This design comes from an exercise in tuning for small area on the open sky130 flow, not from production work. Only simulation tests tie the RTL to the original design; equivalence was not proved. Power is estimated from default activity; no workload was simulated.

## flow/design.v

```verilog
module jd_beacon #(
    parameter integer F_CLK         = 4000000,
    parameter integer TICK_PRESCALE = 26,
    parameter integer FAST_COUNTS   = 20,
    parameter integer SLOW_DIV      = 40,
    parameter integer BIT_CYCLES    = 200
) (
    input  wire        clk,
    input  wire        rst,
    input  wire        cmd_valid,
    input  wire [15:0] cmd,
    input  wire        rx_line,
    input  wire [7:0]  prov_byte,
    output wire        carrier,
    output wire        tx_line,
    output wire [2:0]  led,
    output wire        fast_tick,
    output wire        slow_tick,
    output wire        irq_fast,
    output wire        irq_slow,
    output wire        irq_rx,
    output wire [7:0]  rx_byte,
    output wire        prov_take,
    output wire        tx_done,
    output wire        tx_ready,
    output wire [$clog2(FAST_COUNTS)-1:0] tick_count,
    output wire        cmd_fault
);
    localparam integer CARRIER_HALF = (F_CLK / 38000) / 2;
    localparam integer MID          = BIT_CYCLES / 2;
    reg        tick_en;
    reg [4:0]  pre_cnt;
    reg [4:0]  base_cnt;
    reg [5:0]  slow_cnt;
    reg [1:0]  fast_slot, slow_slot;
    reg        light_en;
    reg [2:0]  mask;
    reg [6:0]  brightness;
    reg [6:0]  pwm_cnt;
    reg        gate;
    reg        ir_en;
    reg [5:0]  car_cnt;
    reg        carrier_q;
    reg [9:0]  tx_sr;         
    reg [7:0]  tx_cnt;        
    reg        rx_intent, rx_hw_en, rx_prev, rx_busy;
    reg [9:0]  rx_sr;         
    reg [7:0]  rx_cnt;        
    reg [7:0]  rx_data;
    reg        rxh_reg, txp_reg;
    reg        ev_fast, irq_fast_q, irq_slow_q, irq_rx_q;
    reg        prov_take_q, tx_done_q, cmd_fault_q;
    wire [7:0] op = cmd[15:8];
    wire [7:0] k  = cmd[7:0];
    wire       tx_wrap  = (tx_cnt == 8'd76);             
    wire       tx_nz    = |tx_sr[9:1];
    wire       tx_busy  = tx_nz | tx_sr[0];
    wire       tx_fin   = tx_wrap & ~tx_nz & tx_sr[0];
    wire       tx_busy1 = tx_nz | (tx_sr[0] & ~tx_wrap);
    wire [9:0] tx_sh    = tx_wrap ? {1'b0, tx_sr[9:1]} : tx_sr;
    wire pre_term   = tick_en & (pre_cnt == 5'd13);      
    wire base_term  = (base_cnt == FAST_COUNTS - 1);
    wire fast_ev    = pre_term & base_term;
    wire slow_ev    = fast_ev & (slow_cnt == 6'd51);
    wire f_pwm  = fast_ev & (fast_slot == 2'd1);
    wire s_pwm  = slow_ev & (slow_slot == 2'd1);
    wire irtx   = ir_en & txp_reg & ((fast_ev & (fast_slot == 2'd2)) |
                                     (slow_ev & (slow_slot == 2'd2)));
    wire kz_hi = (k[7:2] == 6'd0);
    wire k0    = kz_hi & (k[1:0] == 2'd0);
    wire c_nop   = (op == 8'h00) & k0;
    wire c_tinit = (op == 8'h10) & k0;
    wire c_rfast = (op == 8'h11) & kz_hi;
    wire c_rslow = (op == 8'h12) & kz_hi;
    wire c_linit = (op == 8'h20) & k0;
    wire c_chan  = (op == 8'h21) & (k[6:2] == 5'd0) & ~(k[1] & k[0]);
    wire c_alloff= (op == 8'h22) & k0;
    wire c_bright= (op == 8'h23);
    wire c_irinit= (op == 8'h30) & k0;
    wire c_rxen  = (op == 8'h31) & k0;
    wire c_rxdis = (op == 8'h32) & k0;
    wire c_rxsus = (op == 8'h33) & k0;
    wire c_rxh   = (op == 8'h34) & kz_hi & ~k[1];
    wire c_txp   = (op == 8'h35) & kz_hi & ~k[1];
    wire c_txst  = (op == 8'h36) & k0;
    wire c_txsp  = (op == 8'h37) & k0;
    wire c_xmit  = (op == 8'h38);
    wire legal = c_nop | c_tinit | c_rfast | c_rslow | c_linit | c_chan | c_alloff |
                 c_bright | c_irinit | c_rxen | c_rxdis | c_rxsus | c_rxh | c_txp |
                 c_txst | c_txsp | c_xmit;
    wire v = cmd_valid;
    wire push_p = irtx & ~tx_busy1;
    wire push_c = v & c_xmit & ir_en & ~tx_busy1 & ~irtx;
    wire push   = push_p | push_c;
    wire [7:0] push_byte = irtx ? prov_byte : k;
    wire hw1      = rx_hw_en | (tx_fin & rx_intent);
    wire rx_start = ~rx_busy & ir_en & hw1 & rx_prev & ~rx_line;
    wire rx_ev    = rx_busy & (rx_cnt == 8'd39);       
    wire rx_fin   = rx_ev & rx_sr[0];
    wire rx_kill  = irtx | (v & (c_rxdis | c_rxsus));
    wire       pstep = f_pwm | s_pwm;
    wire       dbl   = f_pwm & s_pwm;
    wire       q0    = (pwm_cnt == 7'd0);
    wire       q99   = (pwm_cnt == 7'd99);
    wire [6:0] q1    = q99 ? 7'd0 : pwm_cnt + 7'd1;
    wire [6:0] q2    = (q1 == 7'd99) ? 7'd0 : q1 + 7'd1;
    wire       eqA   = (pwm_cnt == brightness);
    wire       eqB   = (q1 == brightness);
    wire       gA    = ~eqA & (q0 | gate);
    wire       g2    = ~pstep ? gate : ~dbl  ? gA : (~eqB & (q99 | gA));
    always @(posedge clk) begin
        tx_cnt <= push ? 8'd153 : {tx_cnt[6:0], ~(tx_cnt[7] ^ tx_cnt[2]) ^ tx_wrap};
        rx_cnt <= rx_start ? 8'd153 : {rx_cnt[6:0], ~(rx_cnt[7] ^ rx_cnt[2]) ^ (rx_cnt == 8'd76)};
        if (rx_start)
            rx_sr <= 10'b10_0000_0000;
        else if (rx_ev)
            rx_sr <= {rx_line, rx_sr[9:1]};
        if (rst) begin
            tick_en     <= 1'b0;
            pre_cnt     <= 5'd26;
            base_cnt    <= 5'd0;
            slow_cnt    <= 6'd38;
            fast_slot   <= 2'd0;
            slow_slot   <= 2'd0;
            light_en    <= 1'b0;
            mask        <= 3'b000;
            brightness  <= 7'd0;
            pwm_cnt     <= 7'd1;
            gate        <= 1'b0;
            ir_en       <= 1'b0;
            car_cnt     <= 6'd18;
            carrier_q   <= 1'b0;
            tx_sr       <= 10'd0;
            rx_intent   <= 1'b0;
            rx_hw_en    <= 1'b0;
            rx_prev     <= 1'b1;
            rx_busy     <= 1'b0;
            rx_data     <= 8'h00;
            rxh_reg     <= 1'b0;
            txp_reg     <= 1'b0;
            ev_fast     <= 1'b0;
            irq_fast_q  <= 1'b0;
            irq_slow_q  <= 1'b0;
            irq_rx_q    <= 1'b0;
            prov_take_q <= 1'b0;
            tx_done_q   <= 1'b0;
            cmd_fault_q <= 1'b0;
        end else begin
            tick_en  <= tick_en | (v & (c_tinit | c_linit | c_irinit));
            pre_cnt  <= tick_en ? {pre_cnt[3:0], ~(pre_cnt[4] ^ pre_cnt[1]) ^ pre_term} : 5'd26;
            if (pre_term)
                base_cnt <= base_term ? 5'd0 : base_cnt + 5'd1;
            if (fast_ev)
                slow_cnt <= {slow_cnt[4:0], ~(slow_cnt[5] ^ slow_cnt[0]) ^ (slow_cnt == 6'd51)};
            if (v & (c_rfast | c_linit))
                fast_slot <= c_linit ? 2'd1 : k[1:0];
            if (v & (c_rslow | c_txst | c_txsp))
                slow_slot <= c_txst ? 2'd2 : (c_txsp ? 2'd0 : k[1:0]);
            light_en <= light_en | (v & c_linit);
            if (v & c_alloff)
                mask <= 3'b000;
            else if (v & c_chan)
                mask[k[1:0]] <= k[7];
            if (v & c_bright)
                brightness <= k[6:0] | {7{k[7]}};    
            if (f_pwm | s_pwm)
                pwm_cnt <= dbl ? q2 : q1;
            gate <= g2;
            ir_en <= ir_en | (v & c_irinit);
            car_cnt   <= ir_en ? {car_cnt[4:0], ~(car_cnt[5] ^ car_cnt[0]) ^ (car_cnt == 6'd41)} : 6'd18;
            carrier_q <= ir_en & (carrier_q ^ (car_cnt == 6'd41));
            tx_sr <= push ? {1'b1, push_byte, 1'b0} : tx_sh;
            rx_intent <= (rx_intent | (v & c_rxen)) & ~(v & c_rxdis);
            rx_hw_en  <= ((hw1 & ~rx_kill) | (v & c_rxen));
            rx_prev   <= rx_line;
            rx_busy   <= (rx_start | (rx_busy & ~rx_fin)) & ~rx_kill;
            if (rx_fin)
                rx_data <= rx_sr[9:2];
            rxh_reg <= (v & c_rxh) ? k[0] : rxh_reg;
            txp_reg <= (v & c_txp) ? k[0] : txp_reg;
            ev_fast     <= fast_ev;
            irq_fast_q  <= fast_ev & (fast_slot == 2'd3);
            irq_slow_q  <= slow_ev & (slow_slot == 2'd3);
            irq_rx_q    <= rx_fin & rxh_reg;
            prov_take_q <= irtx;
            tx_done_q   <= tx_fin;
            cmd_fault_q <= cmd_fault_q | (v & ~legal);
        end
    end
    assign carrier    = carrier_q;
    assign tx_line    = tx_sr[0] | ~tx_nz;
    assign led        = (light_en & gate) ? mask : 3'b000;
    assign fast_tick  = ev_fast;
    assign slow_tick  = ev_fast & (slow_cnt == 6'd38);
    assign irq_fast   = irq_fast_q;
    assign irq_slow   = irq_slow_q;
    assign irq_rx     = irq_rx_q;
    assign rx_byte    = rx_data;
    assign prov_take  = prov_take_q;
    assign tx_done    = tx_done_q;
    assign tx_ready   = ir_en & ~tx_busy;
    assign tick_count = base_cnt;
    assign cmd_fault  = cmd_fault_q;
endmodule
```

## flow/run.sh

```bash
#!/bin/bash
# synth_recipe.tcl (not shown) runs the flow's synth.tcl, then flattens the netlist and writes it again
# the make line also repeats each setting of config.mk as NAME=value (left out here)
make -C /OpenROAD-flow-scripts/flow DESIGN_CONFIG=/design/flow/config.mk WORK_HOME=/design/flow/orfs CLKGATE_MAP_FILE= SYNTH_SCRIPT=/design/flow/synth_recipe.tcl finish
```

## flow/config.mk

```make
export PLATFORM = sky130hd
export DESIGN_NAME = jd_beacon
export DESIGN_NICKNAME = jd_beacon
export VERILOG_FILES = /design/flow/design.v
export SDC_FILE = /design/flow/constraint.sdc
export NUM_CORES = 4
export LEC_CHECK = 0
export CAP_MARGIN = 20
export CORE_MARGIN = 2
export CORE_UTILIZATION = 40
export SLEW_MARGIN = 20
```

## flow/constraint.sdc

```tcl
create_clock -name core_clock -period 10.0 [get_ports {clk}]
set_input_delay 2.0000 -clock core_clock [delete_from_list [all_inputs] [get_ports {clk}]]
set_output_delay 2.0000 -clock core_clock [all_outputs]
set_load 0.01 [all_outputs]
```

==> metrics.md, run 1 <==
| Metric | Value |
|---|---|
| Min-Delay Path Depth | `1` |
| CTS tree | `built` |
| Worst-Margin Slew | `0.851 ns` |
| Fillers | `1246` |
| Seq/Total Area, Yosys | `41.4%` |
| Synthesized flop and latch total | `105` |
| FMAX | `243 MHz` |
| Worst-skew pair later-pin latency | `0.36 ns` |
| Antenna viol nets, final | `0` |
| Core ar. | `0.0125 sq mm` |
| Slowest cell on the critical path | `clkdlybuf4s50_1` |
| Detailed Routing Iterations Pass 1 | `5` |
| Number of synthesized flops with an enable pin | `0` |
| Worst-case clock buffer depth | `2` |
| RSZ-0062 raised after global routing | `no` |
| P&R area growth vs syn | `18.6%` |
| Port Buf Inserts | `54` |
| Count of cell types in the netlist | `72` |
| Final Setup Violations | `0` |
| Fin crit share | `41.1%` |
| Worst EP required | `8.00 ns` |
| Antenna violations before repair | `0` |
| Sequential share of power | `50.9%` |
| Setup slack after layout | `5.89 ns` |
| Peak VDD IR | `0.118 mV` |
| GP Congestion | `0.906` |
| I/O Pins | `55` |
| Worst rel slew slack | `43.1%` |
| Setup TNS | `0 ns` |
| CP top delay family | `simple AND/OR/NAND/NOR gates` |
| Total GRT Usage | `18.5%` |
| R2R depth | `6` |
| CTS Hold Bufs | `0` |
| Clk sinks | `105` |
| Ys async rst share | `0%` |
| Reg2Reg Launch Point | `tx_cnt[5]$_SDFF_PP0_` |
| CP cell instances | `nor4_1 -> nand3_1 -> nor3b_1 -> clkdlybuf4s50_1` |
| CTS Root Buffer Type | `clkbuf_16` |
| Register Area | `0.00210 sq mm` |
| Cell Rows | `41` |
| Clock Skews | `0.00603 ns` |
| Nets@finish | `646` |
| Final HPWL DP | `8790 microns` |
| Largest family of logic cells by synthesized area | `simple AND/OR/NAND/NOR gates` |
| R2R Path End | `tx_sr[4]$_SDFFE_PP0P_` |
| Die area | `0.0136 sq mm` |
| Combinational Power Share | `4.1%` |
| Pin count of the biggest net entering global routing | `52` |
| Pre-CTS setup slack | `5.66 ns` |
| Mapped Area | `0.00508 sq mm` |
| Xor and xnor area share after synthesis | `3.79%` |
| Clock power frac | `45.0%` |
| Worst Hold Launch | `car_cnt[3]$_SDFF_PP0_` |
| Overall die height | `117 microns` |
| Hold Path Class | `reg2reg` |
| WHS Endpoint | `car_cnt[4]$_SDFF_PP1_` |
| Pwr Density | `137 mW/mm^2` |
| WS Path Type | `reg2out` |
| Commonest cells after routing, fill and taps aside | `dfxtp_1, nor2_1, clkdlybuf4s50_1` |
| Total power | `0.000823 W` |
| Drt drc | `0` |
| CP max FO | `5` |
| Top flop regs | `rx_sr: 10 flops, tx_sr: 10 flops` |
| Sw Share | `23.1%` |
| Main synth FF type | `dfxtp_1` |
| CP arrival | `2.11 ns` |
| Top post-synthesis cells by area | `dfxtp_1, mux2i_1, nor2_1, a21oi_1, nand2_1` |
| Commonest non-fill, non-tap cell in the layout | `dfxtp_1` |
| Via-to-Cell Ratio | `5.39` |
| Reg2reg setup slack | `7.08 ns` |
| Multi-input logic area | `0.00277 sq mm` |
| Max-cap violations | `0` |
| Initial DRC Count | `437` |
| H-tree levels | `3` |
| Multiplexer share of the synthesized area | `7.37%` |
| Syn Nets | `608` |
| Pint | `0.000633 W` |
| Number of global-route vias before repair | `4021` |
| Tmin final | `4.11 ns` |
| Status | `complete, no violations` |
| Yosys warnings | `1` |
| Worst setup EP type | `output port` |
| Yosys top cell area share | `41.4%` |
| Initial Util | `40.6%` |
| Synth Area in Adders | `1.97%` |
| Die W | `117 microns` |
| Routed len/inst | `15.5 microns` |
| Worst-path clk slew | `0.07 ns` |
| Startpoint types | `flip-flop` |
| Clock buffer count from CTS | `9` |
| Final Hold Viols | `0` |
| CP bufs+invs | `1` |
| Core Util, Final | `48.1%` |
| Compound-Gate Fraction of Synth Area | `12.5%` |
| Cells after Synth | `572` |
| Max-slew violations | `0` |
| Post-CTS Repair Setup Buffers | `0` |
| Grt ovf | `0` |
| Post-synth top area cell | `dfxtp_1` |
| Simple-Gate Fraction of Synth Area | `28.9%` |
| ANT cells | `0` |
| Hold WS | `0.431 ns` |
| Post-cts resize count | `0` |
| Final wirelength | `12200 microns` |
| Leak | `2.28 nW` |
| Slowest stage delay, CP | `0.57 ns` |
| Via count of the routed design | `4244` |
| Sw power | `0.000190 W` |
| Share of cells above drive strength 1 | `7.32%` |
| Mean Syn Cell Area | `8.88 sq um` |
| First-pass GRT wire length | `19800 microns` |
==> cells by family after synthesis <==
family          after synthesis
fa+ha+maj                     8
simple gates                255
buf+inv                      48
xor+xnor                     22
compound gates               97
flops                       105
mux                          37
==> power by group through the flow <==
stage | sequential [W] | clock (W) | combinational, W
after detailed placement | 0.000429 | 0 | 0.0000332
after global placement | 0.000429 | 0 | 0.0000327
after CTS | 0.000419 | 0.000381 | 0.0000333
final | 0.000419 | 0.000370 | 0.0000334
after global routing | 0.000419 | 0.000396 | 0.0000359
after floorplan | 0.000429 | 0 | 0.0000138
==> worst reg2reg max path: stages, from the launching register on <==
cell      delay, ns
dfxtp_1        0.31
nor4b_1        0.31
nand4_1        0.72
a21oi_1        0.58
nand4b_1       0.46
o221ai_1       0.36
a21oi_1        0.06
==> synthesized netlist by cell type (3+ instances only) <==
master and instances:
nor3b_1 5, nor4_1 7, clkbuf_1 16, nor2b_1 10, o221ai_1 8, and4b_1 4, a211oi_1 3, a31oi_1 3
nand2_1 45, a21oi_1 38, nor2_1 53, nor4b_1 3, mux2i_1 34, xor2_1 11, or2_2 5, and2_1 12
nand3_1 21, buf_2 9, o21ai_0 21, dfxtp_1 105, nand4_1 16, nand4b_1 5, nor4bb_1 3, ha_1 8
nand3b_1 5, nor3_1 19, nand2b_1 10, inv_1 18, or3_1 4, and3_1 9, xnor2_1 11
==> cell type report <==
class	count	share of cell area (%)
Clock buffer	9	3.74
Clock inverter	7	1.50
Inverter	20	1.25
Multi-Input combinational cell	419	46.0
Sequential cell	105	34.9
Tap cell	172	3.58
Timing Repair Buffer	55	9.02
==> routing by layer <==
layer	up-vias	share of wire (%)	GRT usage (%)
met5	-	0	0
met4	0	1.7	5.65
met3	18	6.3	6.33
met2	115	46	29.6
met1	1988	46	23.8
li1	2123	-	-
==> worst max path at each step <==
| stage | startpoint | endpoint | slack (ns) | cells after the start |
|---|---|---|---|---|
| floorplan | cmd[9] | mask[1]$_SDFFE_PP0P_ | 6.52 | 7 |
| detailed placement | cmd[14] | tx_sr[4]$_SDFFE_PP0P_ | 5.66 | 7 |
| CTS | tx_sr[4]$_SDFFE_PP0P_ | tx_ready | 5.84 | 4 |
| global placement | cmd[15] | tx_sr[4]$_SDFFE_PP0P_ | 5.75 | 7 |
| global route | tx_sr[4]$_SDFFE_PP0P_ | tx_ready | 5.72 | 4 |
| finish | tx_sr[4]$_SDFFE_PP0P_ | tx_ready | 5.89 | 4 |
==> through the flow <==
step	cells	area (sq um)
final	787	6020
after global placement	771	5700
after global routing	787	6020
after floorplan	572	5080
after detailed placement	771	5700
after CTS	787	6020
==> inputs of run 2 (changes only) <==
--- a/flow/design.v
+++ b/flow/design.v
@@ -99,12 +99,27 @@
     wire rx_fin   = rx_ev & rx_sr[0];
     wire rx_kill  = irtx | (v & (c_rxdis | c_rxsus));
+    genvar     gi;
     wire       pstep = f_pwm | s_pwm;
     wire       dbl   = f_pwm & s_pwm;
     wire       q0    = (pwm_cnt == 7'd0);
     wire       q99   = (pwm_cnt == 7'd99);
-    wire [6:0] q1    = q99 ? 7'd0 : pwm_cnt + 7'd1;
-    wire [6:0] q2    = (q1 == 7'd99) ? 7'd0 : q1 + 7'd1;
-    wire       eqA   = (pwm_cnt == brightness);
-    wire       eqB   = (q1 == brightness);
+    wire [6:0] qs;
+    wire [6:0] qk;                                        
+    assign qk[0] = pstep & ~dbl;
+    assign qk[1] = dbl | (pwm_cnt[0] & qk[0]);
+    generate for (gi = 2; gi < 7; gi = gi + 1) begin : g_qk
+        assign qk[gi] = qk[gi-1] & pwm_cnt[gi-1];
+    end endgenerate
+    assign qs = pwm_cnt ^ qk;
+    wire       qwrap = (qs[6:2] == 5'b11001);             
+    wire [6:0] qn    = qwrap ? {6'd0, qs[0]} : qs;
+    wire [6:0] qd    = pwm_cnt ^ brightness;
+    wire [6:0] qc;                                        
+    assign qc[0] = 1'b1;
+    generate for (gi = 1; gi < 7; gi = gi + 1) begin : g_qc
+        assign qc[gi] = qc[gi-1] & pwm_cnt[gi-1];
+    end endgenerate
+    wire       eqA   = (qd == 7'd0);
+    wire       eqB   = q99 ? (brightness == 7'd0) : (qd == qc);
     wire       gA    = ~eqA & (q0 | gate);
     wire       g2    = ~pstep ? gate : ~dbl  ? gA : (~eqB & (q99 | gA));
@@ -164,6 +179,5 @@
             if (v & c_bright)
                 brightness <= k[6:0] | {7{k[7]}};    
-            if (f_pwm | s_pwm)
-                pwm_cnt <= dbl ? q2 : q1;
+            pwm_cnt <= qn;
             gate <= g2;
             ir_en <= ir_en | (v & c_irinit);
==> flow/flow/run.sh (new file) <==
#!/bin/bash
# Layout: the standard flow (standard.sh) with
#  - synthesis: the standard script, abc run with flow/area.abc;
#  - port buffers: sky130_fd_sc_hd__buf_1 on every input and output;
#  - CTS: small clock buffers, no dummy loads.
# Each tool's full output is in ORFS's logs (orfs/logs); make's output in flow.log.
set -euo pipefail
HERE=$(pwd)
export FLOW_ABC_SCRIPT=$HERE/flow/area.abc
sed -e "s|SYNTH_SCRIPT=[^ ]*|SYNTH_SCRIPT=$HERE/flow/my_synth.tcl|" standard.sh > my_standard.sh
bash my_standard.sh \
  BUFFER_PORTS_ARGS="-buffer_cell sky130_fd_sc_hd__buf_1" \
  CTS_ARGS="-sink_clustering_enable -repair_clock_nets -buf_list {sky130_fd_sc_hd__clkbuf_2 sky130_fd_sc_hd__clkbuf_4 sky130_fd_sc_hd__clkbuf_8} -dont_use_dummy_load" \
  finish > flow.log 2>&1
==> flow/flow/area.abc (new file) <==
strash
dc2
dch -f
amap
topo
stime -c
==> flow/flow/my_synth.tcl (new file) <==
# The standard synthesis script, with abc pointed at an area-oriented
# script (FLOW_ABC_SCRIPT). Registers are mapped before abc runs, so the
# registers, their names and cell types are those of the standard synthesis.
proc synth {args} { yosys synth -nofsm -noshare {*}$args }
proc abc {args} {
  set i [lsearch -exact $args -script]
  if { $i >= 0 && [info exists ::env(FLOW_ABC_SCRIPT)] } {
    lset args [expr {$i + 1}] $::env(FLOW_ABC_SCRIPT)
  }
  yosys abc {*}$args
}
source $::env(SCRIPTS_DIR)/synth.tcl
# left out here: clear keep_hierarchy, flatten, clean up, hide names made inside functions, write 1_2_yosys.v
==> flow/standard.sh (new file) <==
#!/bin/bash
# synth_recipe.tcl (not shown) runs the flow's synth.tcl, then flattens the netlist and writes it again
# the make line also repeats each setting of config.mk as NAME=value (left out here)
make -C /OpenROAD-flow-scripts/flow DESIGN_CONFIG=/design/flow/config.mk WORK_HOME=/design/flow/orfs CLKGATE_MAP_FILE= SYNTH_SCRIPT=/design/flow/synth_recipe.tcl "${@:-finish}"
--- a/flow/config.mk
+++ b/flow/config.mk
@@ -7,5 +7,5 @@
 export LEC_CHECK = 0
 export CAP_MARGIN = 20
-export CORE_MARGIN = 2
+export CORE_MARGIN = 4
 export CORE_UTILIZATION = 40
 export SLEW_MARGIN = 20
removed: flow/run.sh
==> metrics.md, run 2 <==
| Metric | Value |
|---|---|
| Status | `complete, no violations` |
| Mean Syn Cell Area | `8.27 sq um (-6.8%)` |
| Leak | `1.77 nW (-23%)` |
| Top-count cell post-synth | `dfxtp_1` |
| Via count of the routed design | `3928 (-7.4%)` |
| FMAX | `201 MHz (-17%)` |
| Top flop regs | `rx_sr: 10 flops, tx_sr: 10 flops` |
| P&R area growth vs syn | `12.0%` |
| Worst-path clk slew | `0.10 ns (+0.03 ns)` |
| Nets@finish | `640 (-0.93%)` |
| Grt ovf | `0 (unchanged)` |
| Worst path most repeated cell | `ha_1` |
| Slowest cell on the critical path | `nor4_1` |
| Peak VDD IR | `0.0806 mV (-32%)` |
| Clock power frac | `30.1% (-15 points)` |
| Worst-case clock buffer depth | `2 (unchanged)` |
| Multi-input logic area | `0.00204 sq mm (-26%)` |
| Port Buf Inserts | `54 (unchanged)` |
| First-pass GRT wire length | `17300 microns (-12%)` |
| Worst EP required | `10.21 ns (+2.21 ns)` |
| Overall die height | `113 microns (-3.4%)` |
| Ys async rst share | `0% (unchanged)` |
| Total power | `0.000672 W (-18%)` |
| RSZ-0062 raised after global routing | `no` |
| Final Setup Violations | `0 (unchanged)` |
| R2R Path End | `pwm_cnt[1]$_SDFF_PP0_` |
| Initial Util | `41.7% (+1.2 points)` |
| Drt drc | `0 (unchanged)` |
| Top post-synthesis cells by area | `dfxtp_1, nor2_1, clkinv_1, nor3_1, ha_1` |
| Yosys warnings | `1 (unchanged)` |
| Commonest non-fill, non-tap cell in the layout | `dfxtp_1` |
| Top cells by instance count after synthesis | `dfxtp_1, nor2_1, clkinv_1, nand2_1, nor3_1` |
| Setup TNS | `0 ns (unchanged)` |
| Slowest stage delay, CP | `0.73 ns (+0.16 ns)` |
| CP arrival | `5.19 ns (+3.08 ns)` |
| Via-to-Cell Ratio | `5.36 (-0.63%)` |
| ANT cells | `0 (unchanged)` |
| CP Capture Point | `pwm_cnt[1]$_SDFF_PP0_` |
| Setup crit start | `tick_en$_SDFF_PP0_` |
| Detailed Routing Iterations Pass 1 | `5 (unchanged)` |
| CP top delay family | `simple AND/OR/NAND/NOR gates` |
| Seq/Total Area, Yosys | `47.9% (+6.5 points)` |
| Pin count of the biggest net entering global routing | `41 (-21%)` |
| CP max FO | `7 (+2)` |
| Post-CTS Repair Setup Buffers | `0 (unchanged)` |
| Worst-skew pair later-pin latency | `0.36 ns (about the same)` |
| Reg2Reg Launch Point | `tick_en$_SDFF_PP0_` |
| Max-slew violations | `0 (unchanged)` |
| Tmin final | `4.98 ns (+0.869 ns)` |
| Cells after Synth | `530 (-7.3%)` |
| Combinational Power Share | `5.3% (+1.2 points)` |
| Worst setup EP type | `flip-flop` |
| Sequential share of power | `64.6% (+14 points)` |
| Initial DRC Count | `208 (-52%)` |
| Sw power | `0.000149 W (-22%)` |
| Final instance area | `0.00491 sq mm (-18%)` |
| Count of cell types in the netlist | `35 (-51%)` |
| Dpl cell area | `0.00479 sq mm (-16%)` |
| Pwr Density | `137 mW/mm^2 (+0.10%)` |
| Startpoint types | `flip-flop` |
| CTS tree | `built` |
| Clock buffer count from CTS | `9 (unchanged)` |
| Reg2reg setup slack | `5.02 ns (-2.06 ns)` |
| Antenna violations before repair | `0 (unchanged)` |
| Main synth FF type | `dfxtp_1` |
| Total GRT Usage | `16.3% (-2.3 points)` |
| Levels on crit path | `18 (+14)` |
| Antenna viol nets, final | `0 (unchanged)` |
| GP Congestion | `0.922 (+1.8%)` |
| Final Hold Viols | `0 (unchanged)` |
| Worst rel slew slack | `39.3% (-3.8 points)` |
| Cell Rows | `37 (-9.8%)` |
| Final HPWL DP | `7740 microns (-12%)` |
| R2R depth | `18 (+12)` |
| Hold Path Class | `reg2reg` |
| WS Path Type | `reg2reg` |
| Pint | `0.000524 W (-17%)` |
| Fillers | `1045 (-16%)` |
| Register Area | `0.00210 sq mm (unchanged)` |
| Final wirelength | `10100 microns (-18%)` |
| Syn Nets | `571 (-6.1%)` |
| Post-synth top area cell | `dfxtp_1` |
| Routed len/inst | `13.7 microns (-12%)` |
| Number of global-route vias before repair | `3798 (-5.5%)` |
| I/O Pins | `55 (unchanged)` |
| Number of synthesized flops with an enable pin | `0 (unchanged)` |
| Die W | `113 microns (-3.4%)` |
| CTS Root Buffer Type | `clkbuf_8` |
| Max-cap violations | `0 (unchanged)` |
| Share of cells above drive strength 1 | `2.35% (-5.0 points)` |
| CP cell instances | `nand4_1 -> nor3_1 -> clkinv_1 -> nor4_1 -> nand4_1 -> nor2_1 -> clkinv_1 -> fa_1 -> clkinv_1 -> ha_1 -> ha_1 -> ha_1 -> ha_1 -> ha_1 -> clkinv_1 -> or4_1 -> o21ai_0 -> nor2b_1` |
| Post-cts resize count | `0 (unchanged)` |
| Mapped Area | `0.00439 sq mm (-14%)` |
| Yosys top cell area share | `47.9% (+6.5 points)` |
| CTS Hold Bufs | `0 (unchanged)` |
| Fin crit share | `49.8% (+8.7 points)` |
| Clock Skews | `0.0280 ns (+0.0220 ns)` |
| Sw Share | `22.1% (-1.0 points)` |
| Worst-Margin Slew | `0.902 ns (+0.0513 ns)` |
| Die area | `0.0127 sq mm (-6.7%)` |
| Synthesized flop and latch total | `105 (unchanged)` |
| Clk sinks | `105 (unchanged)` |
| Commonest cells after routing, fill and taps aside | `dfxtp_1, nor2_1, clkinv_1` |
| H-tree levels | `3 (unchanged)` |
| Core ar. | `0.0105 sq mm (-16%)` |
| CP bufs+invs | `4 (+3)` |
## run 2: cell count changes after synthesis, moves of 15 or more
cell	before	now
mux2i_1	34	0
nor3_1	19	34
clkbuf_1	16	0
a22oi_1	0	18
nor2_1	53	83
clkinv_1	0	65
inv_1	18	0
## run 2: how the worst min path moves through the flow
stage                                from  slack [ns]  cells after the start                    end
floorplan           car_cnt[1]$_SDFF_PP1_        0.40                      2  car_cnt[2]$_SDFF_PP0_
global placement    pre_cnt[0]$_SDFF_PP0_        0.41                      1  pre_cnt[1]$_SDFF_PP1_
detailed placement   tx_cnt[4]$_SDFF_PP1_        0.42                      2   tx_cnt[5]$_SDFF_PP0_
CTS                 pre_cnt[0]$_SDFF_PP0_        0.41                      1  pre_cnt[1]$_SDFF_PP1_
global route        pre_cnt[3]$_SDFF_PP1_        0.43                      1  pre_cnt[4]$_SDFF_PP1_
finish              pre_cnt[0]$_SDFF_PP0_        0.41                      1  pre_cnt[1]$_SDFF_PP1_
## run 2: area by class of cell
cell class | count | share of cell area [%]
flip-flops and latches | 105 | 42.8
well taps | 136 | 3.46
inverters | 65 | 4.97
multi-input cells | 360 | 41.5
clock buffers | 9 | 2.52
repair buffers | 58 | 4.76
## run 2: power by group through the flow
stage	Sequential (W)	Clock, W	Combinational, W
floorplan	0.000443	0	0.0000205
global placement	0.000444	0	0.0000349
detailed placement	0.000444	0	0.0000357
CTS	0.000435	0.000213	0.0000360
global route	0.000436	0.000226	0.0000413
finish	0.000435	0.000202	0.0000356
## run 2: worst reg2reg max path, delay by kind of cell, from the launching register on
family,cells,cell delay [ns]
AOI/OAI and AO/OA,1,0.49
adders and majority gates,6,1.09
buffers and inverters,4,0.54
DFF,1,0.37
and+or+nand+nor,7,2.38
## run 2: logic make-up (layout without fill, tap and decap cells)
logic type,Yosys count,after routing,share of synthesized area (%)
AO/OA/AOI/OAI,114,114,17.3
adder cells (fa/ha/maj),13,13,3.88
buffers and inverters,65,132,5.56
flip-flops,105,105,47.9
AND/OR/NAND/NOR,233,233,25.3
## run 2: through the flow
stage	hold slack, ns	setup slack, ns	cells	utilization [%]
floorplan	0.403	5.18	530	-
global placement	0.414	5.12	724	45.6
detailed placement	0.420	5.02	724	45.6
CTS	0.411	5.02	733	46.8
global route	0.430	4.34	733	46.8
finish	0.406	5.02	733	46.8
## run 2: metal layers
layer	vias to the layer above	global-route usage, %	routed length, microns
li1	2022	-	-
met1	1823	21.9	4810
met2	74	26.5	4690
met3	9	3.26	461
met4	0	4.81	106
met5	-	0	0
==> inputs of run 3 (changes only) <==
--- a/flow/design.v
+++ b/flow/design.v
@@ -125,4 +125,7 @@
     wire       g2    = ~pstep ? gate : ~dbl  ? gA : (~eqB & (q99 | gA));
     always @(posedge clk) begin
+        pre_cnt <= tick_en ? {pre_cnt[3:0], ~(pre_cnt[4] ^ pre_cnt[1]) ^ pre_term} : 5'd26;
+        car_cnt <= ir_en ? {car_cnt[4:0], ~(car_cnt[5] ^ car_cnt[0]) ^ (car_cnt == 6'd41)} : 6'd18;
+        rx_prev <= rx_line;
         tx_cnt <= push ? 8'd153 : {tx_cnt[6:0], ~(tx_cnt[7] ^ tx_cnt[2]) ^ tx_wrap};
         rx_cnt <= rx_start ? 8'd153 : {rx_cnt[6:0], ~(rx_cnt[7] ^ rx_cnt[2]) ^ (rx_cnt == 8'd76)};
@@ -133,5 +136,4 @@
         if (rst) begin
             tick_en     <= 1'b0;
-            pre_cnt     <= 5'd26;
             base_cnt    <= 5'd0;
             slow_cnt    <= 6'd38;
@@ -144,10 +146,8 @@
             gate        <= 1'b0;
             ir_en       <= 1'b0;
-            car_cnt     <= 6'd18;
             carrier_q   <= 1'b0;
             tx_sr       <= 10'd0;
             rx_intent   <= 1'b0;
             rx_hw_en    <= 1'b0;
-            rx_prev     <= 1'b1;
             rx_busy     <= 1'b0;
             rx_data     <= 8'h00;
@@ -163,5 +163,4 @@
         end else begin
             tick_en  <= tick_en | (v & (c_tinit | c_linit | c_irinit));
-            pre_cnt  <= tick_en ? {pre_cnt[3:0], ~(pre_cnt[4] ^ pre_cnt[1]) ^ pre_term} : 5'd26;
             if (pre_term)
                 base_cnt <= base_term ? 5'd0 : base_cnt + 5'd1;
@@ -169,7 +168,7 @@
                 slow_cnt <= {slow_cnt[4:0], ~(slow_cnt[5] ^ slow_cnt[0]) ^ (slow_cnt == 6'd51)};
             if (v & (c_rfast | c_linit))
-                fast_slot <= c_linit ? 2'd1 : k[1:0];
+                fast_slot <= {k[1], k[0] | c_linit};
             if (v & (c_rslow | c_txst | c_txsp))
-                slow_slot <= c_txst ? 2'd2 : (c_txsp ? 2'd0 : k[1:0]);
+                slow_slot <= {k[1] | c_txst, k[0]};
             light_en <= light_en | (v & c_linit);
             if (v & c_alloff)
@@ -182,10 +181,8 @@
             gate <= g2;
             ir_en <= ir_en | (v & c_irinit);
-            car_cnt   <= ir_en ? {car_cnt[4:0], ~(car_cnt[5] ^ car_cnt[0]) ^ (car_cnt == 6'd41)} : 6'd18;
             carrier_q <= ir_en & (carrier_q ^ (car_cnt == 6'd41));
             tx_sr <= push ? {1'b1, push_byte, 1'b0} : tx_sh;
             rx_intent <= (rx_intent | (v & c_rxen)) & ~(v & c_rxdis);
             rx_hw_en  <= ((hw1 & ~rx_kill) | (v & c_rxen));
-            rx_prev   <= rx_line;
             rx_busy   <= (rx_start | (rx_busy & ~rx_fin)) & ~rx_kill;
             if (rx_fin)
--- a/flow/flow/run.sh
+++ b/flow/flow/run.sh
@@ -1,5 +1,6 @@
 #!/bin/bash
 # Layout: the standard flow (standard.sh) with
-#  - synthesis: the standard script, abc run with flow/area.abc;
+#  - synthesis: the standard script, abc run with flow/area.abc (area-oriented:
+#    deepsyn AIG optimisation, then amap);
 #  - port buffers: sky130_fd_sc_hd__buf_1 on every input and output;
 #  - CTS: small clock buffers, no dummy loads.
==> flow/flow/area.abc (replaced) <==
strash
&get -n
&deepsyn -T 60
&put
dc2
dch -f
amap
topo
stime -c
==> metrics.md, run 3 <==
| Metric | Value |
|---|---|
| Detailed Routing Iterations Pass 1 | `5 (unchanged)` |
| Setup slack after layout | `5.81 ns (+0.784 ns)` |
| GP Congestion | `0.868 (-5.9%)` |
| Commonest cells after routing, fill and taps aside | `dfxtp_1, clkinv_1, buf_1` |
| Final Setup Violations | `0 (unchanged)` |
| Initial DRC Count | `204 (-1.9%)` |
| Worst rel slew slack | `40.7% (+1.4 points)` |
| Pre-CTS setup slack | `5.75 ns (+0.731 ns)` |
| First-pass GRT wire length | `16600 microns (-3.9%)` |
| Cells after Synth | `508 (-4.2%)` |
| Post-synth top area cell | `dfxtp_1` |
| Seq/Total Area, Yosys | `49.1% (+1.2 points)` |
| Cell Rows | `37 (unchanged)` |
| Die area | `0.0124 sq mm (-2.2%)` |
| Via-to-Cell Ratio | `5.23 (-2.4%)` |
| Fillers | `1057 (+1.1%)` |
| Simple-Gate Fraction of Synth Area | `21.6% (-3.6 points)` |
| Yosys warnings | `1 (unchanged)` |
| Die W | `111 microns (-1.1%)` |
| CP max FO | `6 (-1)` |
| Startpoint types | `flip-flop` |
| Final Hold Viols | `0 (unchanged)` |
| Antenna viol nets, final | `0 (unchanged)` |
| Nets@finish | `617 (-3.6%)` |
| H-tree levels | `3 (unchanged)` |
| Slowest stage delay, CP | `0.60 ns (-0.13 ns)` |
| Worst-skew pair later-pin latency | `0.36 ns (about the same)` |
| Pin count of the biggest net entering global routing | `30 (-27%)` |
| Multiplexer share of the synthesized area | `0% (unchanged)` |
| Core ar. | `0.0104 sq mm (-1.3%)` |
| CTS tree | `built` |
| Max-cap violations | `0 (unchanged)` |
| Tmin final | `4.19 ns (-0.784 ns)` |
| Initial Util | `41.3% (-0.45 points)` |
| CTS Root Buffer Type | `clkbuf_8` |
| Worst path most repeated cell | `ha_1` |
| CP top delay family | `simple AND/OR/NAND/NOR gates` |
| P&R area growth vs syn | `12.1% (about the same)` |
| Top flop regs | `rx_sr: 10 flops, tx_sr: 10 flops` |
| Max-slew violations | `0 (unchanged)` |
| Commonest non-fill, non-tap cell in the layout | `dfxtp_1` |
| CP bufs+invs | `4 (unchanged)` |
| Clk sinks | `105 (unchanged)` |
| FMAX | `238 MHz (+19%)` |
| Drt drc | `0 (unchanged)` |
| Ys async rst share | `0% (unchanged)` |
| Mapped Area | `0.00428 sq mm (-2.4%)` |
| Peak VDD IR | `0.0848 mV (+5.2%)` |
| Routed len/inst | `13.9 microns (+1.4%)` |
| Post-CTS Repair Setup Buffers | `0 (unchanged)` |
| Final wirelength | `9880 microns (-1.7%)` |
| Non-filler cells in the finished layout | `710 (-3.1%)` |
| Antenna violations before repair | `0 (unchanged)` |
| Hold Path Class | `reg2reg` |
| Overall die height | `111 microns (-1.1%)` |
| Status | `complete, no violations` |
| Grt ovf | `0 (unchanged)` |
| Worst EP required | `10.24 ns (+0.03 ns)` |
| Compound-Gate Fraction of Synth Area | `17.4% (+0.046 points)` |
| Via count of the routed design | `3713 (-5.5%)` |
| Worst setup EP type | `flip-flop` |
| Xor and xnor area share after synthesis | `0% (unchanged)` |
| WS Path Type | `reg2reg` |
| Top-count cell post-synth | `dfxtp_1` |
| Synthesized flop and latch total | `105 (unchanged)` |
| Fin crit share | `41.9% (-7.8 points)` |
| Share of cells above drive strength 1 | `2.09% (-0.25 points)` |
| Worst-case clock buffer depth | `2 (unchanged)` |
| Syn Nets | `549 (-3.9%)` |
| Post-cts resize count | `0 (unchanged)` |
| Main synth FF type | `dfxtp_1` |
| Leak | `1.70 nW (-3.6%)` |
| Top cells by instance count after synthesis | `dfxtp_1, clkinv_1, nor2_1, nand2_1, o21ai_0` |
| Total GRT Usage | `16.2% (-0.099 points)` |
| CTS Hold Bufs | `0 (unchanged)` |
| Worst-Margin Slew | `0.881 ns (-0.0209 ns)` |
| Count of cell types in the netlist | `33 (-5.7%)` |
| Clock buffer count from CTS | `9 (unchanged)` |
| Post-placement cell count | `700 (-3.3%)` |
| Top post-synthesis cells by area | `dfxtp_1, clkinv_1, nor2_1, ha_1, o21ai_0` |
| Synth Area in Adders | `3.98% (+0.095 points)` |
| Slowest cell on the critical path | `nor4_1` |
| Port Buf Inserts | `54 (unchanged)` |
| Clock Skews | `0.0304 ns (+0.00238 ns)` |
| Number of synthesized flops with an enable pin | `0 (unchanged)` |
| Yosys top cell area share | `49.1% (+1.2 points)` |
| I/O Pins | `55 (unchanged)` |
| RSZ-0062 raised after global routing | `no` |
| CP arrival | `4.44 ns (-0.75 ns)` |
| Setup TNS | `0 ns (unchanged)` |
| Worst-path clk slew | `0.10 ns (about the same)` |
| Pwr Density | `146 mW/mm^2 (+6.7%)` |
| Core Util, Final | `46.3% (-0.50 points)` |
| ANT cells | `0 (unchanged)` |
| Largest family of logic cells by synthesized area | `simple AND/OR/NAND/NOR gates` |
| Mean Syn Cell Area | `8.43 sq um (+1.8%)` |
| Hold WS | `0.433 ns (+0.0266 ns)` |
| CP cell instances | `clkinv_1 -> nor4_1 -> nand2_1 -> nor3_1 -> o21ai_0 -> clkinv_1 -> nand3_1 -> nor2_1 -> clkinv_1 -> fa_1 -> clkinv_1 -> ha_1 -> ha_1 -> ha_1 -> ha_1 -> ha_1 -> nor2_1 -> a21oi_1 -> nand4_1 -> and3_1` |
| Final HPWL DP | `7440 microns (-3.9%)` |
| Number of global-route vias before repair | `3489 (-8.1%)` |
==> run 3: cell types whose count changed in the layout (fill, tap and decap cells not counted), moves of 8 or more <==
cell and change:
a221oi_1 -11, a21oi_1 -8, nor3_1 -8, a22oi_1 -14, nor2_1 -31, nand3_1 +8, clkinv_1 +25
==> run 3: cells by family after synthesis <==
kind of cell	Yosys count
flops	105
fa+ha+maj	13
simple gates	191
compound gates	109
buf+inv	90
==> run 3: final cells by class <==
type / count / area (sq um) / share of cell area (%)
tap: 136 / 170 / 3.55
timing repair buffer: 57 / 223 / 4.64
sequential: 105 / 2100 / 43.8
multi-input combinational: 313 / 1840 / 38.4
clock buffer: 9 / 124 / 2.58
inverter: 90 / 338 / 7.04
==> run 3: worst paths after layout <==
check | to | cells past startpoint | slack, ns | start
worst max-delay path | pwm_cnt[2]$_SDFF_PP0_ | 20 | 5.81 | tick_en$_SDFF_PP0_
worst min-delay path | tx_cnt[6]$_SDFF_PP0_ | 2 | 0.43 | tx_cnt[5]$_SDFF_PP0_
worst max register to register | pwm_cnt[2]$_SDFF_PP0_ | 20 | 5.81 | tick_en$_SDFF_PP0_
worst min register to register | tx_cnt[6]$_SDFF_PP0_ | 2 | 0.43 | tx_cnt[5]$_SDFF_PP0_
==> run 3: per-stage QoR <==
step                instance area, sq um  total power [W]
floorplan                           4280         0.000484
global placement                    4670         0.000504
detailed placement                  4670         0.000505
CTS                                 4790         0.000711
global route                        4800         0.000735
finish                              4800         0.000701
==> run 3: report_power, final <==
group | total, W | switching, W | internal, W
Clock | 0.000205 | 0.000123 | 0.0000812
Sequential | 0.000449 | 0.0000128 | 0.000436
Combinational | 0.0000474 | 0.0000304 | 0.0000169
==> run 3: worst min-delay path: cells and delay by family (launching register included) <==
| family | cells | cell delay [ns] |
|---|---|---|
| simple gates | 1 | 0.04 |
| buf+inv | 1 | 0.05 |
| flops | 1 | 0.32 |
==> run 3: metal layers <==
metal | wire (microns) | vias up | track usage [%] | share of wire [%]
met5 | 0 | - | 0 | 0
met4 | 120 | 0 | 5.52 | 1.2
met3 | 640 | 12 | 3.48 | 6.5
met2 | 4120 | 123 | 23.1 | 42
met1 | 5010 | 1654 | 24.1 | 51
li1 | - | 1924 | - | -

## afterwards: timing with drivers on the ports
The results above use ideal ports. As a check the final layouts listed here were re-extracted and re-timed, cells and wires unchanged.
Step 1, drivers: a clkbuf_16 drives clk and a buf_2 each remaining input, both assumed.
Step 2 adds t to the input delays and takes it off the output delays; t is the mean of the earliest and latest rising clock arrival at the registers after step 1. Input paths then give back, and output paths get back, about the clock's delay inside the block.
Slacks: no drivers / after step 1 / after step 2; pairs: no drivers / after step 1.
run | shift t [ns] | slack for setup (ns) | slew at the worst register clock pin (ns) | worst data-port slew with drivers (ns) | cell pins on the clock port's net
run 1 | 0.392 | 5.891 / 5.852 / 5.602 | 0.07 / 0.07 | 0.05 | 1
run 2 | 0.378 | 5.021 / 5.021 / 5.021 | 0.10 / 0.10 | 0.04 | 1
run 3 | 0.379 | 5.805 / 5.805 / 5.722 | 0.11 / 0.11 | 0.05 | 1
After both steps every run listed still meets setup and hold. For run 1, which loses most, drivers alone change the setup slack by -0.039 ns; drivers and shift together by -0.289 ns.
